From an optimization exercise on the open Yosys and OpenROAD flow, aimed at small area; shortcuts taken in it are not production practice. At most, simulation tests tie the RTL to the original design; equivalence was not proved. The clock input has no modelled driver; a real chip could not lean on it and would need a root buffer or a full tree. Power is estimated from default activity; no workload was simulated.

Setup of before:
==> flow/design.v <==
module kfcu (
    input  wire        clk,
    input  wire        rst,
    input  wire        cmd_valid,
    input  wire [3:0]  cmd_op,
    input  wire [15:0] cmd_arg,
    output wire        cmd_ready,
    output wire        rsp_valid,
    output wire [1:0]  rsp_err,
    output wire [15:0] rsp_data
);
    localparam [6:0] REC_LEN = 7'd103;
    localparam [6:0] CK_OFS  = 7'h25;
    localparam [2:0] K_STAT = 3'd6;
    localparam [2:0] K_CK   = 3'd0;
    localparam [2:0] K_ILL  = 3'd3;
    localparam [2:0] K_ENC  = 3'd5;
    localparam [2:0] K_RNG  = 3'd1;
    localparam [2:0] K_OVR  = 3'd2;
    localparam [2:0] K_DEC  = 3'd7;
    reg [6:0] ak;        
    reg [6:0] pos;
    reg [7:0] stored;
    reg [8:0] cd;        
    reg [2:0] kind;
    reg       rvalid;
    wire svalid  = |pos;
    wire pos_end = pos[6] & pos[5] & pos[2] & pos[1] & pos[0];
    wire z_hi    = ~|cmd_arg[15:8];
    wire z_all   = z_hi & ~|cmd_arg[7:0];
    reg       ok;
    reg [2:0] kind_n;
    always @(*) begin
        case (cmd_op)
            4'h0, 4'h5,
            4'h8, 4'h9: ok = z_all;
            4'h1:       ok = ~|cmd_arg[15:9];
            4'h2:       ok = ~|cmd_arg[15:10] & ~cmd_arg[7];
            4'h3, 4'h4: ok = ~|cmd_arg[15:4];
            4'h6, 4'h7: ok = z_hi;
            default:    ok = 1'b0;
        endcase
        if (cmd_op[3] & (cmd_op[2] | cmd_op[1]))
            kind_n = K_ILL;
        else if (!ok)
            kind_n = K_RNG;
        else if (cmd_op == 4'h7 && pos_end)
            kind_n = K_OVR;
        else if (cmd_op == 4'h9)
            kind_n = K_STAT;
        else if (cmd_op[3] | cmd_op[2] & (cmd_op[1] | cmd_op[0]))
            kind_n = K_CK;
        else if (cmd_op[1])
            kind_n = K_DEC;
        else
            kind_n = K_ENC;
    end
    wire done   = ok & ~(cmd_op == 4'h7 && pos_end);
    wire do_clr = done & (cmd_op == 4'h5);
    wire do_add = done & ((cmd_op == 4'h6) | ((cmd_op == 4'h7) & svalid));
    wire do_inc = done & (cmd_op == 4'h7);
    wire       add_en = cmd_valid & do_add;
    wire       inc_en = cmd_valid & do_inc;
    wire       clr    = rst | (cmd_valid & do_clr);
    wire [6:0] addend = cmd_arg[6:0] & {7{add_en}};
    wire [7:0] ac;
    wire [6:0] ak_sum;
    wire [7:0] pc;
    wire [6:0] pos_inc;
    assign ac[0] = 1'b0;
    assign pc[0] = inc_en;
    genvar i;
    generate
        for (i = 0; i < 7; i = i + 1) begin : g_add
            assign ak_sum[i]  = ak[i] ^ addend[i] ^ ac[i];
            assign ac[i+1]    = (ak[i] & addend[i]) | (ak[i] & ac[i]) | (addend[i] & ac[i]);
            assign pos_inc[i] = pos[i] ^ pc[i];
            assign pc[i+1]    = pos[i] & pc[i];
        end
    endgenerate
    always @(posedge clk) begin
        if (clr) begin
            ak  <= CK_OFS;
            pos <= 7'd0;
        end else begin
            ak  <= ak_sum;
            pos <= pos_inc;
        end
        if (!svalid)
            stored <= cmd_arg[7:0];
        if (cmd_valid)
            cd <= {cmd_arg[8], cmd_arg[7] | cmd_arg[9], cmd_arg[6:0]};
        if (rst)
            kind <= K_STAT;
        else if (cmd_valid)
            kind <= kind_n;
        rvalid <= ~rst & cmd_valid;
    end
    reg sel_st, sel_ck, sel_enc, sel_dec, sel_cd;
    reg [1:0] err_o;
    always @(*) begin
        {sel_st, sel_ck, sel_enc, sel_dec, sel_cd, err_o} = 7'bxxxxxxx;
        case (kind)
            K_STAT: {sel_st, sel_ck, sel_enc, sel_dec, sel_cd, err_o} = 7'b1000000;
            K_CK:   {sel_st, sel_ck, sel_enc, sel_dec, sel_cd, err_o} = 7'b0100000;
            K_ENC:  {sel_st, sel_ck, sel_enc, sel_dec, sel_cd, err_o} = 7'b0010100;
            K_DEC:  {sel_st, sel_ck, sel_enc, sel_dec, sel_cd, err_o} = 7'b0001100;
            K_ILL:  {sel_st, sel_ck, sel_enc, sel_dec, sel_cd, err_o} = 7'b0000001;
            K_RNG:  {sel_st, sel_ck, sel_enc, sel_dec, sel_cd, err_o} = 7'b0000010;
            K_OVR:  {sel_st, sel_ck, sel_enc, sel_dec, sel_cd, err_o} = 7'b0000011;
            default: ;
        endcase
    end
    wire st_sv   = sel_st & svalid;
    assign cmd_ready = 1'b1;
    assign rsp_valid = rvalid;
    assign rsp_err   = err_o;
    assign rsp_data  = {{8{st_sv}} & stored, 8'h00}
                     | {6'd0, sel_enc & cd[8], sel_cd & cd[7], sel_dec & cd[8], 7'd0}
                     | {8'd0, st_sv, {7{sel_st}} & pos}
                     | {9'd0, {7{sel_ck}} & ak}
                     | {9'd0, {7{sel_cd}} & cd[6:0]};
endmodule
export LEC_CHECK = 0
export CAP_MARGIN = 20
export CORE_AREA = 2.3 2.72 58.88 59.84
export DIE_AREA = 0 0 61.18 62.56
export PLACE_DENSITY = 0.85
export SLEW_MARGIN = 20
create_clock -name core_clock -period 6.0 [get_ports {clk}]
standard.sh (not shown) runs the stock make flow with config.mk's settings and CLKGATE_MAP_FILE= SYNTH_SCRIPT=/design/flow/synth_recipe.tcl, a recipe that flattens the netlist after the stock synthesis.
==> flow/flow/run.sh <==
#!/bin/bash
# Own layout flow: the standard ORFS flow (standard.sh) with
#  - an area-oriented ABC mapping script in synthesis (the rest of the
#    synthesis, and so the registers and their names, is unchanged),
#  - port buffers, and the buffer synthesis puts on the constant output,
#    of the smallest buffer cell (buf_1),
#  - a clock tree of a few clock buffers fed from the clock port, built
#    after CTS in place of its H-tree (the design has 35 registers).
# Each tool run's output goes to its own log file in this folder.
set -euo pipefail
W=$(pwd)
rm -rf "$W/scripts_syn"
cp -r "$FLOW_HOME/scripts" "$W/scripts_syn"
cp "$W/flow/abc.script" "$W/scripts_syn/abc_speed.script"
cat > "$W/own_synth.tcl" <<EOT
set ::env(SCRIPTS_DIR) $W/scripts_syn
set ::env(MIN_BUF_CELL_AND_PORTS) "sky130_fd_sc_hd__buf_1 A X"
source $W/synth_recipe.tcl
EOT
sed "s#SYNTH_SCRIPT=[^ ]*#SYNTH_SCRIPT=$W/own_synth.tcl#" standard.sh > own.sh
grep -q own_synth.tcl own.sh
export BUFFER_PORTS_ARGS="-buffer_cell sky130_fd_sc_hd__buf_1"
export CTS_ARGS="-sink_clustering_enable -repair_clock_nets -dont_use_dummy_load"
export POST_CTS_TCL="$W/flow/clock_buffers.tcl"
export KF_CLKBUF_CELL=sky130_fd_sc_hd__clkbuf_4
export KF_CLKBUF_COUNT=4
bash own.sh synth > synth.log 2>&1
bash own.sh floorplan > floorplan.log 2>&1
bash own.sh place > place.log 2>&1
bash own.sh cts > cts.log 2>&1
bash own.sh route > route.log 2>&1
bash own.sh finish > finish.log 2>&1
Other scripts of this flow, unchanged in this note and not shown: flow/flow/abc.script, flow/flow/clock_buffers.tcl
Here is what was changed in the inputs of after compared with before.
--- a/flow/design.v
+++ b/flow/design.v
@@ -7,11 +7,10 @@
     output wire        cmd_ready,
     output wire        rsp_valid,
     output wire [1:0]  rsp_err,
     output wire [15:0] rsp_data
 );
-    localparam [6:0] REC_LEN = 7'd103;
     localparam [6:0] CK_OFS  = 7'h25;
     localparam [2:0] K_STAT = 3'd6;
     localparam [2:0] K_CK   = 3'd0;
     localparam [2:0] K_ILL  = 3'd3;
     localparam [2:0] K_ENC  = 3'd5;
- Per the comparison of after with before, flip-flop and latch count neither gained nor lost much; leakage power total held; clock slew seen by the registers of the worst setup and hold paths closely matched the old numbers.
- As far as number of tap cells added at floorplan goes, after and before are indistinguishable; the numbers are identical.
- before and after ended up with roughly the same final non-filler cell total.
- after against before: cell area reported after detailed placement barely changed, hold slack barely changed, number of placed cells counting well taps barely changed.
- before → after: met2 usage did not really move; worst path setup slack after routing did not really move; worst-margin pin slew did not really move.
For before, only the layout was checked, not whether the RTL still works. No run of this note takes its clock network from TritonCTS; it comes from the design's own scripts or RTL.

re-timing with driven ports:
Ports are ideal in the flow. The routed layouts listed here were re-timed in OpenROAD.
Step 1, drivers: a clkbuf_16 drives clk and a buf_2 each remaining input, both assumed.
Step 2 times the ports against the registers' clock, not the clock port: input delays grow and output delays shrink by t, the midpoint of the rising clock arrivals with the driver on.
Slacks: ideal / step 1 / step 2; pairs: ideal / step 1.
run	t, ns	setup WS [ns]	worst setup path at the end
before	0.195	0.443 / 0.462 / 0.267	input to register
after	0.195	0.443 / 0.462 / 0.267	input to register
After both steps every run listed still meets setup and hold.
